Background: an optimization exercise with open tools, aiming at small area, a short achievable clock period and few clock cycles. Do not read the settings as production practice.
No activity file was given, so power comes from the tool's default toggle rates.

## mpd_engine
module mpd_engine (
    input  wire        clk,
    input  wire        rst,           
    input  wire        cmd_valid,
    output wire        cmd_ready,
    input  wire [31:0] cmd_data,
    output reg         gpio_valid,
    input  wire        gpio_ready,
    output wire [31:0] gpio_addr,
    output reg  [31:0] gpio_data,
    output reg         rsp_valid,
    output reg  [3:0]  rsp_err,
    output reg  [31:0] rsp_result,
    output wire [15:0] rsp_bus,
    output reg  [1:0]  rsp_rot,
    output wire [4:0]  rsp_devcnt
);
    localparam [3:0] E_OK      = 4'd0;
    localparam [3:0] E_ILLEGAL = 4'd1;
    localparam [3:0] E_WIDTH   = 4'd2;
    localparam [3:0] E_PIN     = 4'd3;
    localparam [3:0] E_DUP     = 4'd4;
    localparam [3:0] E_CTRL    = 4'd5;
    localparam [3:0] E_ROT     = 4'd7;
    localparam [3:0] E_OOB     = 4'd9;
    localparam [3:0] E_NOTCFG  = 4'd10;
    localparam [3:0] E_DEV     = 4'd12;
    localparam [3:0] E_FULL    = 4'd13;
    localparam [3:0] E_FATAL   = 4'd14;
    localparam [3:0] M_IDLE  = 4'd0;    
    localparam [3:0] M_TX    = 4'd1;    
    localparam [3:0] M_DRAIN = 4'd2;    
    localparam [3:0] M_W1    = 4'd3;    
    localparam [3:0] M_PIN   = 4'd4;    
    localparam [3:0] M_DEV   = 4'd5;    
    localparam [3:0] M_BUILD = 4'd6;    
    localparam [3:0] M_ROT   = 4'd7;    
    localparam [3:0] M_BHDR  = 4'd8;    
    localparam [3:0] M_XLO   = 4'd9;    
    localparam [2:0] Q_CSA = 3'd0;
    localparam [2:0] Q_DCC = 3'd1;
    localparam [2:0] Q_DCD = 3'd2;
    localparam [2:0] Q_WRD = 3'd3;
    localparam [2:0] Q_SET = 3'd4;
    localparam [2:0] Q_CLR = 3'd5;
    localparam [2:0] Q_WRA = 3'd6;
    localparam [2:0] Q_CSD = 3'd7;
    integer i;
    reg         cr;              
    reg         iv;              
    reg  [31:0] w;
    reg  [3:0]  mst;
    reg         pend;            
    reg  [2:0]  sq;
    reg         txc, txd, srcc, dtx;
  ...
Size: roughly 2400 cells after synthesis, about 480 flip-flops, roughly 160 I/O pins, ~0.023 mm2 of cells after synthesis.
==> flow/config.mk <==
export PLATFORM = sky130hd
export DESIGN_NAME = mpd_engine
export DESIGN_NICKNAME = mpd_engine
export VERILOG_FILES = /design/flow/design.v
export SDC_FILE = /design/flow/constraint.sdc
export NUM_CORES = 4
export LEC_CHECK = 0
export CAP_MARGIN = 20
export CORE_MARGIN = 2
export CORE_UTILIZATION = 50
export CTS_BUF_LIST = sky130_fd_sc_hd__clkbuf_8
export CTS_CLUSTER_DIAMETER = 60
export CTS_CLUSTER_SIZE = 18
export SLEW_MARGIN = 20
==> flow/constraint.sdc <==
create_clock -name core_clock -period 25.0 [get_ports {clk}]
set_input_delay 5.0000 -clock core_clock [delete_from_list [all_inputs] [get_ports {clk}]]
set_output_delay 5.0000 -clock core_clock [all_outputs]
set_load 0.01 [all_outputs]
standard.sh (not shown) runs the stock make flow with config.mk's settings and CLKGATE_MAP_FILE= SYNTH_SCRIPT=/design/flow/synth_recipe.tcl, a recipe that flattens the netlist after the stock synthesis.
==> flow/flow/run.sh <==
#!/bin/bash
# Standard layout (the standard.sh), with two changes to how it is made:
# the port buffers are buf_2 cells instead of the default pick, and the
# timing repair steps aim for a large setup margin so that they size and
# buffer the paths that set the achieved period. The SDC is unchanged.
export BUFFER_PORTS_ARGS="-buffer_cell sky130_fd_sc_hd__buf_2"
export SETUP_SLACK_MARGIN=18.85
bash standard.sh > standard.log 2>&1
The first run ran to the end with no violations.
Then changed:
--- a/flow/flow/run.sh
+++ b/flow/flow/run.sh
@@ -7 +7 @@
-export SETUP_SLACK_MARGIN=18.85
+export SETUP_SLACK_MARGIN=18.75
- CORE_UTILIZATION: 50 -> 60
- CTS_CLUSTER_DIAMETER: 60 -> 50
- CTS_CLUSTER_SIZE: 18 -> 16
=> The changed run went through all stages and came out clean. Worst setup slack loses 0.013 ns. Final area is lower by a few percent. Maximum frequency is about the same. Die area is lower by about a fifth. Count of clock-buffer cells in the layout is higher by 1. Wire length is lower by a few percent.
Then changed:
--- a/flow/flow/run.sh
+++ b/flow/flow/run.sh
@@ -7 +7 @@
-export SETUP_SLACK_MARGIN=18.75
+export SETUP_SLACK_MARGIN=18.85
- CORE_UTILIZATION: 60 -> 50
- CTS_BUF_LIST: sky130_fd_sc_hd__clkbuf_8 -> sky130_fd_sc_hd__clkbuf_4 sky130_fd_sc_hd__clkbuf_8
Cell area increases by 2.8%. Sequential share of layout area decreases by 1.0 points. Worst setup slack improves by 0.024 ns. Core utilization shrinks by 9.5 points. Wire length climbs by 3.8%. Maximum frequency grows by 0.38%. Non-clock buffer count came out higher by 25.
Then changed:
--- a/flow/flow/run.sh
+++ b/flow/flow/run.sh
@@ -7 +7 @@
-export SETUP_SLACK_MARGIN=18.85
+export SETUP_SLACK_MARGIN=18.75
- CORE_UTILIZATION: 50 -> 65
- CTS_BUF_LIST: sky130_fd_sc_hd__clkbuf_4 sky130_fd_sc_hd__clkbuf_8 -> sky130_fd_sc_hd__clkbuf_8
- CTS_CLUSTER_SIZE: 16 -> 14
After rerunning: The changed run finished with timing, DRC and antenna clean. Final cell count shrinks by 6.0%. Power goes down by 2.3%. Cell area came out lower by 3.5%. Utilization rose by 15 points. Die area fell by 23%. Worst setup slack degrades by 0.022 ns. Clock power came out lower by 6.9%. Count of clock-buffer cells in the layout decreases by 4. Global-route usage grows by 7.1 points.
No functional check of the RTL was part of any run of this note.

* * *

Starting RTL as in the previous note.
## mpd_engine
module mpd_engine (
    input  wire        clk,
    input  wire        rst,           
    input  wire        cmd_valid,
    output wire        cmd_ready,
    input  wire [31:0] cmd_data,
    output reg         gpio_valid,
    input  wire        gpio_ready,
    output wire [31:0] gpio_addr,
    output reg  [31:0] gpio_data,
    output reg         rsp_valid,
    output reg  [3:0]  rsp_err,
    output reg  [31:0] rsp_result,
    output wire [15:0] rsp_bus,
    output reg  [1:0]  rsp_rot,
    output wire [4:0]  rsp_devcnt
);
Settings: LEC_CHECK=0, CAP_MARGIN=20, CORE_MARGIN=2, CORE_UTILIZATION=50, CTS_BUF_LIST=sky130_fd_sc_hd__clkbuf_8, CTS_CLUSTER_DIAMETER=60, CTS_CLUSTER_SIZE=18, SLEW_MARGIN=20; clock period 25.0 ns.
==> flow/flow/run.sh <==
#!/bin/bash
# Standard layout (the standard.sh), with two changes to how it is made:
# the port buffers are buf_2 cells instead of the default pick, and the
# timing repair steps aim for a large setup margin so that they size and
# buffer the paths that set the achieved period. The SDC is unchanged.
export BUFFER_PORTS_ARGS="-buffer_cell sky130_fd_sc_hd__buf_2"
export SETUP_SLACK_MARGIN=18.65
bash standard.sh > standard.log 2>&1
The starting point completed with no timing, DRC or antenna violations.
Rerun with:
--- a/flow/flow/run.sh
+++ b/flow/flow/run.sh
@@ -5,4 +5,4 @@
 # buffer the paths that set the achieved period. The SDC is unchanged.
 export BUFFER_PORTS_ARGS="-buffer_cell sky130_fd_sc_hd__buf_2"
-export SETUP_SLACK_MARGIN=18.65
+export SETUP_SLACK_MARGIN=18.3
 bash standard.sh > standard.log 2>&1
Effect:
- flip-flop and latch count does not change
- die area is unchanged
- clock skew stays flat
- via count stays flat
Function was not checked in any run of this note: the RTL went through the layout flow alone.

separate check: timing with driven ports:
The flow's constraints put no driver on any port. The routed layouts listed below were extracted and timed again, unchanged, in two steps. Step 1: set_driving_cell puts a clkbuf_16 on clk and a buf_2 on each other input, an assumption about the parent block. Step 2 times the ports against the registers' clock, not the clock port: input delays grow and output delays shrink by t, the midpoint of the rising clock arrivals with the driver on. Slacks: no drivers / after step 1 / after step 2; pairs: no drivers / after step 1.
run | shift t [ns] | slack for setup (ns) | hold WS [ns] | clock arrival spread, ns | worst slew at a driven data input, ns
the first run of note 1 | 0.705 | 18.758 / 18.704 / 18.214 | 0.320 / 0.320 / 0.320 | 0.049 / 0.049 | 0.04
the second run of note 1 | 0.726 | 18.745 / 18.688 / 18.157 | 0.278 / 0.277 / 0.277 | 0.077 / 0.077 | 0.05
the third run of note 1 | 0.693 | 18.769 / 18.715 / 18.246 | 0.328 / 0.328 / 0.328 | 0.057 / 0.058 | 0.04
the fourth run of note 1 | 0.721 | 18.747 / 18.694 / 18.198 | 0.313 / 0.313 / 0.313 | 0.051 / 0.052 | 0.04
the first run of note 2 | 0.697 | 18.672 / 18.619 / 18.095 | 0.328 / 0.328 / 0.328 | 0.025 / 0.025 | 0.04
the second run of note 2 | 0.700 | 18.497 / 18.443 / 17.994 | 0.330 / 0.330 / 0.330 | 0.028 / 0.028 | 0.04
After both steps setup and hold are still met in every run listed. For the second run of note 1, which loses most, drivers alone change the setup slack by -0.057 ns; drivers and shift together by -0.588 ns.
